This is an optimization exercise on Yosys and OpenROAD, whose aim is small area, a short achievable clock period and few clock cycles, not a production implementation. At most, simulation tests tie the RTL to the original design; equivalence was not proved. Power figures rest on the tool's default switching activity, not on a simulated workload.

== exp/cedar ==
Design pfsm, start of the top module:
module pfsm #(
    parameter [7:0] MARKER0      = 8'hA5,
    parameter [7:0] MARKER1      = 8'h5A,
    parameter [7:0] RETRY_BUDGET = 8'd2
) (
    input  wire         clk,
    input  wire         rst,
    input  wire         h_valid,
    output wire         h_ready,
    input  wire [18:0]  h_data,
    output reg          r_valid,
    input  wire         r_ready,
    output reg  [7:0]   r_data,
    output reg          r_last,
    input  wire         irq_valid,
    input  wire [3:0]   irq_flags,
    output reg          o_valid,
    input  wire         o_ready,
    output reg  [3:0]   o_op,
    output reg  [7:0]   o_data,
    input  wire         i_valid,
    output wire         i_ready,
    input  wire [7:0]   i_data,
    output wire         cip_req,
    output wire         cip_dir,
    output wire [127:0] cip_din,
    output wire [127:0] cip_key,
    input  wire         cip_done,
    input  wire         cip_timeout,
    input  wire [127:0] cip_dout,
    output wire         idle,
    output wire         fatal,
    output wire [2:0]   fault
);
Size: about 2000 flip-flops, roughly 460 I/O pins, roughly 0.073 sq mm of cells after synthesis.
==> flow/config.mk <==
export PLATFORM = sky130hd
export DESIGN_NAME = pfsm
export DESIGN_NICKNAME = pfsm
export VERILOG_FILES = /design/flow/design.v
export SDC_FILE = /design/flow/constraint.sdc
export NUM_CORES = 8
export LEC_CHECK = 0
export CAP_MARGIN = 20
export CORE_MARGIN = 2
export CORE_UTILIZATION = 40
export SLEW_MARGIN = 20
==> flow/constraint.sdc <==
create_clock -name core_clock -period 10.0 [get_ports {clk}]
set_input_delay 2.0000 -clock core_clock [delete_from_list [all_inputs] [get_ports {clk}]]
set_output_delay 2.0000 -clock core_clock [all_outputs]
set_load 0.01 [all_outputs]
standard.sh (not shown) runs the stock make flow with config.mk's settings and CLKGATE_MAP_FILE= SYNTH_SCRIPT=/design/flow/synth_recipe.tcl, a recipe that flattens the netlist after the stock synthesis.
==> flow/flow/run.sh <==
#!/bin/bash
# Layout: the standard ORFS flow (standard.sh, unchanged synthesis) with
# these settings:
#  - timing repair aims for 6.5 ns of setup slack (the default flow allows 5),
#  - no gate cloning during timing repair,
#  - port buffers are sky130_fd_sc_hd__buf_1,
#  - clock-tree sink clusters of up to 25 flip-flops within 80 um.
# All tool output goes to standard.log here (and ORFS's own logs under orfs/).
export SETUP_SLACK_MARGIN=6.5
export SKIP_GATE_CLONING=1
export BUFFER_PORTS_ARGS="-buffer_cell sky130_fd_sc_hd__buf_1"
export CTS_CLUSTER_SIZE=25
export CTS_CLUSTER_DIAMETER=80
bash standard.sh finish > standard.log 2>&1
Changes in exp/quartz relative to exp/cedar:
--- a/flow/design.v
+++ b/flow/design.v
@@ -160,17 +160,17 @@
     reg [7:0]   frem_n;
     reg [1:0]   mcnt_n;
     reg         creq_n, cdir_n, cfail_n, c_last_n, f_first_n, pend_n, p_last_n;
     reg [2:0]   cblk_n;
     reg         o_valid_n, r_valid_n, r_last_n;
     reg [3:0]   o_op_n;
     reg [7:0]   o_data_n, r_data_n;
     reg         fs_tx, fs_ack, fs_rx;
-    reg         fs_txq;        
+    reg [7:0]   fs_p, fs_seq;
     reg         acc_idle_n;
     always @* begin
         st_n = st; mode_n = mode; fat_n = fat; fault_n = fault_r;
         snap2_n = snap2; afill_n = afill; kact_n = kact;
         next_seq_n = next_seq; good_lqi_n = good_lqi; good_rssi_n = good_rssi;
         tx_busy_n = tx_busy; tx_enc_n = tx_enc; tx_wack_n = tx_wack; tx_ack_n = tx_ack;
         tx_dest_n = tx_dest; tx_seq_n = tx_seq; tx_n_n = tx_n; tx_retries_n = tx_retries;
         tx_rot_n = tx_rot;
@@ -178,17 +178,17 @@
         rx_src_n = rx_src; rx_rssi_n = rx_rssi; rx_lqi_n = rx_lqi;
         rx_sh_n = rx_sh;
         iact_n = iact; isrc_n = isrc; icnt_n = icnt; irem_n = irem;
         ist_n = ist; frem_n = frem; mcnt_n = mcnt;
         creq_n = creq; cdir_n = cdir; cfail_n = cfail; c_last_n = c_last; f_first_n = f_first;
         pend_n = pend; p_last_n = p_last; cblk_n = cblk;
         o_valid_n = o_valid; o_op_n = o_op; o_data_n = o_data;
         r_valid_n = r_valid; r_data_n = r_data; r_last_n = r_last;
-        fs_tx = 1'b0; fs_ack = 1'b0; fs_rx = (st == ST_W2FRD);
+        fs_tx = 1'b0; fs_ack = 1'b0; fs_rx = 1'b0; fs_p = 8'd16; fs_seq = next_seq;
         if (o_valid && o_ready) o_valid_n = 1'b0;
         if (r_valid && r_ready) r_valid_n = 1'b0;
         if (tx_rot_en) tx_rot_n = tx_rot - 3'd1;
         if (rx_sh_en)  rx_sh_n  = rx_sh - 3'd1;
         if (acc) begin
             icnt_n = icnt + 7'd1;
             irem_n = irem - 7'd1;
             if (lastb) iact_n = 1'b0;
@@ -301,20 +301,24 @@
                             tx_rot_n     = 3'd0;
                             icnt_n       = 7'd5;
                             irem_n       = op_n[6:0];
                             iact_n       = (op_n != 8'd0);
                             isrc_n       = 1'b0;
                             cdir_n       = 1'b0;
                             cfail_n      = 1'b0;
                             fs_tx        = 1'b1;
-                            f_first_n    = 1'b1;
+                            fs_p         = {(op_n[6:0] + 7'd20) >> 4, 4'b0} ;
                             if (op_n == 8'd0) begin
-                                pend_n    = 1'b1;
-                                p_last_n  = 1'b1;
+                                creq_n    = 1'b1;
+                                cblk_n    = 3'd0;
+                                c_last_n  = 1'b1;
+                                f_first_n = 1'b0;
+                            end else begin
+                                f_first_n = 1'b1;
                             end
                             afill_n      = 1'b0;
                             snap2_n      = 1'b0;
                             st_n         = ST_XHDR;
                         end
                     end
                     3'd2: begin                   
                         r_valid_n = 1'b1;
@@ -349,16 +353,17 @@
                     rx_parsed_n  = 1'b0;
                     rx_decdone_n = 1'b0;
                     rx_sh_n      = 3'd0;
                     ist_n        = I_LEN;
                     f_first_n    = 1'b1;
                     cfail_n      = 1'b0;
                     cdir_n       = 1'b1;
                     isrc_n       = 1'b1;
+                    fs_rx        = 1'b1;
                 end
                 if (irq_flags[0]) begin
                     if (!tx_busy) begin
                         fat_n = 1'b1; if (fault_r == 3'd0) fault_n = F_TXDONE;
                     end else begin
                         o_valid_n = 1'b1; o_op_n = OP_RX_ARM; o_data_n = {7'd0, tx_wack};
                         if (!tx_wack) begin
                             tx_busy_n = 1'b0; tx_enc_n = 1'b0;
@@ -566,34 +571,26 @@
             rx_f0  <= cip_dout[24];
             rx_seq <= cip_dout[39:32];
             rx_b5  <= cip_dout[47:40];
         end
     end
     always @(posedge clk) begin
         if (start) c_first <= f_first;
     end
-    wire [6:0] tx_n20 = tx_n + 7'd20;
-    wire [2:0] tx_pb  = tx_n20[6:4];
-    always @(posedge clk) begin
-        if (rst) fs_txq <= 1'b0;
-        else     fs_txq <= fs_tx;
-    end
     integer k;
     always @(posedge clk) begin
         for (k = 0; k < 16; k = k + 1) begin
-            if (wA && pos == k) begin
-                A[8*k +: 8] <= bus;
-            end else if (fs_txq || fs_ack || fs_rx) begin
+            if (fs_tx || fs_ack || fs_rx) begin
                 if (fs_rx || k > 5)  A[8*k +: 8] <= 8'h00;
                 else if (k == 0)     A[8*k +: 8] <= MARKER0;
                 else if (k == 1)     A[8*k +: 8] <= MARKER1;
-                else if (k == 2)     A[8*k +: 8] <= fs_ack ? 8'd16 : {1'b0, tx_pb, 4'b0};
+                else if (k == 2)     A[8*k +: 8] <= fs_p;
                 else if (k == 3)     A[8*k +: 8] <= {7'd0, fs_ack};
-                else if (k == 4)     A[8*k +: 8] <= fs_ack ? next_seq : tx_seq;
+                else if (k == 4)     A[8*k +: 8] <= fs_seq;
                 else                 A[8*k +: 8] <= fs_ack ? rx_seq : 8'h00;
             end else if (wA && pos == k) begin
                 A[8*k +: 8] <= bus;
             end else if (ok_done) begin
                 if (k < 4 && wS && pos[1:0] == k) A[8*k +: 8] <= bus;
                 else if (k < 4 && sv[k])         A[8*k +: 8] <= S[8*k +: 8];
                 else                             A[8*k +: 8] <= 8'h00;
             end
### Flow results
Clock period minus final worst setup slack (exp/quartz over exp/cedar): increase, 0.041 ns. exp/quartz falls short of exp/cedar in overall power consumption. met2 layer usage reported by global route for exp/quartz: 1.8 points up relative to exp/cedar. exp/quartz against exp/cedar: area of all sequential standard cells fell 810 sq um; estimated wirelength of the detail-placed design rose 2900 um; global-route wire length before repair rose 8700 um. Summary of exp/quartz over exp/cedar: count of sequential standard cells held steady; number of antenna cells inserted now smaller; setup slack shrank by 0.041 ns. Compared with exp/cedar, exp/quartz shows a area of combinational cells with multiple inputs that is about 5.4% higher. NOTE: minimum setup slack among reg-to-reg paths in exp/quartz falls short of that of exp/cedar. Summary — fraction of the yosys area taken by sequential cells, exp/quartz relative to exp/cedar: lower, by 0.79 points.
Testbench counts of exp/quartz, summed over its fixed seeds: cycles 164,378.
Only the layout flow was run in exp/cedar; the RTL was not checked for function there.

========
Setup of north:
pfsm, a different RTL version from the one above (not shown whole).
Size in the first run: ~3800 cells after synthesis, ~2100 flip-flops, roughly 73000 µm² of cells after synthesis.
==> flow/config.mk <==
export PLATFORM = sky130hd
export DESIGN_NAME = pfsm
export DESIGN_NICKNAME = pfsm
export VERILOG_FILES = /design/flow/design.v
export SDC_FILE = /design/flow/constraint.sdc
export NUM_CORES = 8
export LEC_CHECK = 0
export CAP_MARGIN = 20
export CORE_MARGIN = 2
export CORE_UTILIZATION = 60
export SLEW_MARGIN = 20
==> flow/constraint.sdc <==
create_clock -name core_clock -period 10.0 [get_ports {clk}]
set_input_delay 2.0000 -clock core_clock [delete_from_list [all_inputs] [get_ports {clk}]]
set_output_delay 2.0000 -clock core_clock [all_outputs]
set_load 0.01 [all_outputs]
==> flow/flow/run.sh <==
#!/bin/bash
# Layout: the standard ORFS flow (standard.sh, unchanged synthesis) with
# these settings:
#  - timing repair aims for 6.7 ns of setup slack (the default flow allows 5),
#  - no gate cloning during timing repair,
#  - port buffers are sky130_fd_sc_hd__buf_1,
#  - clock-tree sink clusters of up to 25 flip-flops within 80 um.
# All tool output goes to standard.log here (and ORFS's own logs under orfs/).
export SETUP_SLACK_MARGIN=6.7
export SKIP_GATE_CLONING=1
export BUFFER_PORTS_ARGS="-buffer_cell sky130_fd_sc_hd__buf_1"
export CTS_CLUSTER_SIZE=25
export CTS_CLUSTER_DIAMETER=80
bash standard.sh finish > standard.log 2>&1
Input changes introduced in south (baseline for comparison: north):
-- flow/design.v --
<<< north, line 120
    wire [7:0]  op_a = cq[15:8];
    wire [7:0]  op_n = cq[7:0];
    reg         cq_z, cq_16, cq_big;
    reg [2:0]   cq_pb;
    always @(posedge clk) begin
>>> south, line 120
    wire [7:0]  op_a = cq[15:8];
    wire [7:0]  op_n = cq[7:0];
    reg         cq_z, cq_16, cq_big, cq_lt;
    reg [2:0]   cq_pb;
    always @(posedge clk) begin
<<< north, line 127
        cq_16  <= (h_data[7:0] == 8'd16);
        cq_big <= (h_data[7:0] > 8'd91);
        cq_pb  <= h20[6:4];
        if (rst) cv <= 1'b0;
>>> south, line 127
        cq_16  <= (h_data[7:0] == 8'd16);
        cq_big <= (h_data[7:0] > 8'd91);
        cq_lt  <= (h_data[7:0] < rx_plen);
        cq_pb  <= h20[6:4];
        if (rst) cv <= 1'b0;
<<< north, line 154
    wire [6:0]  rx_lm1  = rx_len - 7'd1;
    wire [2:0]  rx_lb   = rx_lm1[6:4];       
    wire        relisten = tx_busy && tx_wack;
    reg [4:0]   st_n;
>>> south, line 155
    wire [6:0]  rx_lm1  = rx_len - 7'd1;
    wire [2:0]  rx_lb   = rx_lm1[6:4];       
    wire [7:0]  rd_cnt  = cq_lt ? op_n : rx_plen;
    wire        relisten = tx_busy && tx_wack;
    reg [4:0]   st_n;
<<< north, line 187
    wire        fifo_end = i_valid && ist == I_DAT && ir && frem == 8'd1;
    wire        met_end  = i_valid && ist == I_MET && frem[1:0] == 2'd2;
    wire        rd_go    = idl && h_valid && !fat && mode == M_RUN && h_data[18:16] == 3'd2;
    wire [7:0]  h_cnt    = (h_data[7:0] < rx_plen) ? h_data[7:0] : rx_plen;
    wire        lqi_go   = idl && h_valid && !fat && mode == M_RUN &&
                           (h_data[18:16] == 3'd3 || h_data[18:16] == 3'd4);
>>> south, line 189
    wire        fifo_end = i_valid && ist == I_DAT && ir && frem == 8'd1;
    wire        met_end  = i_valid && ist == I_MET && frem[1:0] == 2'd2;
    wire        lqi_go   = idl && h_valid && !fat && mode == M_RUN &&
                           (h_data[18:16] == 3'd3 || h_data[18:16] == 3'd4);
<<< north, line 346
                            snap2_n      = 1'b0;
                            st_n         = ST_XHDR;
                        end
                    end
>>> south, line 346
                            snap2_n      = 1'b0;
                            st_n         = ST_XHDR;
                        end
                    end
                    3'd2: begin                   
                        r_valid_n = 1'b1;
                        if (!rx_parsed) begin
                            r_data_n = 8'd0;
                            r_last_n = 1'b1;
                        end else begin
                            r_data_n    = rd_cnt;
                            r_last_n    = 1'b0;
                            frem_n     = rd_cnt[6:0];
                            rx_parsed_n = 1'b0;
                            st_n        = ST_RDSRC;
                        end
                    end
<<< north, line 510
        endcase
        st_b = st_n; ov_b = o_valid_n; rv_b = r_valid_n; isrc_b = isrc_n; ist_b = ist_n;
        if (rd_go) begin
            r_valid_n = 1'b1;
            if (!rx_parsed) begin
                r_data_n = 8'd0;
                r_last_n = 1'b1;
            end else begin
                r_data_n    = h_cnt;
                r_last_n    = 1'b0;
                frem_n      = h_cnt;
                rx_parsed_n = 1'b0;
                st_n        = ST_RDSRC;
            end
        end
        if (lqi_go) begin
            r_valid_n = 1'b1; r_last_n = 1'b1;
>>> south, line 523
        endcase
        st_b = st_n; ov_b = o_valid_n; rv_b = r_valid_n; isrc_b = isrc_n; ist_b = ist_n;
        if (lqi_go) begin
            r_valid_n = 1'b1; r_last_n = 1'b1;
<<< north, line 587
    wire dec    = (st == ST_IDLE) && cv;
    wire h_last = h_valid && (frem == 8'd1);
    wire d_lqi  = !fat && run && (op == 3'd2 || op == 3'd3 || op == 3'd4);
    wire idle_x = ((st == ST_IDLE) && !cv && o_free && r_free) ||
                  (dec && d_nowork) || (dec && d_lqi && r_free) ||
>>> south, line 587
    wire dec    = (st == ST_IDLE) && cv;
    wire h_last = h_valid && (frem == 8'd1);
    wire d_lqi  = !fat && run && (op == 3'd3 || op == 3'd4);
    wire idle_x = ((st == ST_IDLE) && !cv && o_free && r_free) ||
                  (dec && d_nowork) || (dec && d_lqi && r_free) ||
Results
- south: PASS, flow complete, no timing, DRC or antenna violations
- Going from north to south, the multiplexer area fraction after synthesis was found to have gone up by 0.32 points.
- Per the comparison of south with north, post-route fraction of the period consumed by the critical path went down, final area decreased about 0.7%, non-clock buffer count saw a decrease.
- north was routed with more vias than south.
- north → south: final-stage net count -75, fmax +11 MHz, sequential cell area ~0 delta, number of buffer and inverter instances along the worst setup path -2.
- Taking north as the reference, in south clock period minus worst slack dropped 0.13 ns, global-route usage dropped 0.67 points, number of standard cells in the final layout excluding fillers dropped 58.
Testbench counts of south, summed over its fixed seeds: cycles 165,331.
The RTL of north was laid out without a check of its function.

## port drivers added, routing unchanged
In the flow no input, the clock included, has a driving cell. The finished layouts below were timed again as built, in two steps. Step 1, drivers: a clkbuf_16 drives clk and a buf_2 each remaining input, both assumed. Step 2 adds t to the input delays and takes it off the output delays; t is the mean of the earliest and latest rising clock arrival at the registers after step 1. Input paths then give back, and output paths get back, about the clock's delay inside the block. Three values: no drivers, after step 1, after step 2; two values: the first two.
| run | shift t [ns] | setup WS [ns] | worst hold slack (ns) | worst data-port slew with drivers (ns) |
|---|---|---|---|---|
| exp/cedar | 0.830 | 6.381 / 6.388 / 5.558 | 0.399 / 0.399 / 0.399 | 0.20 |
| exp/quartz | 0.827 | 6.340 / 6.376 / 5.549 | 0.385 / 0.385 / 0.385 | 0.16 |
| north | 0.782 | 6.510 / 6.531 / 5.749 | 0.402 / 0.402 / 0.402 | 0.19 |
| south | 0.800 | 6.637 / 6.561 / 5.862 | 0.402 / 0.402 / 0.402 | 0.16 |
After both steps setup and hold are still met in every run listed. For exp/cedar, which loses most, drivers alone change the setup slack by +0.007 ns; drivers and shift together by -0.823 ns.
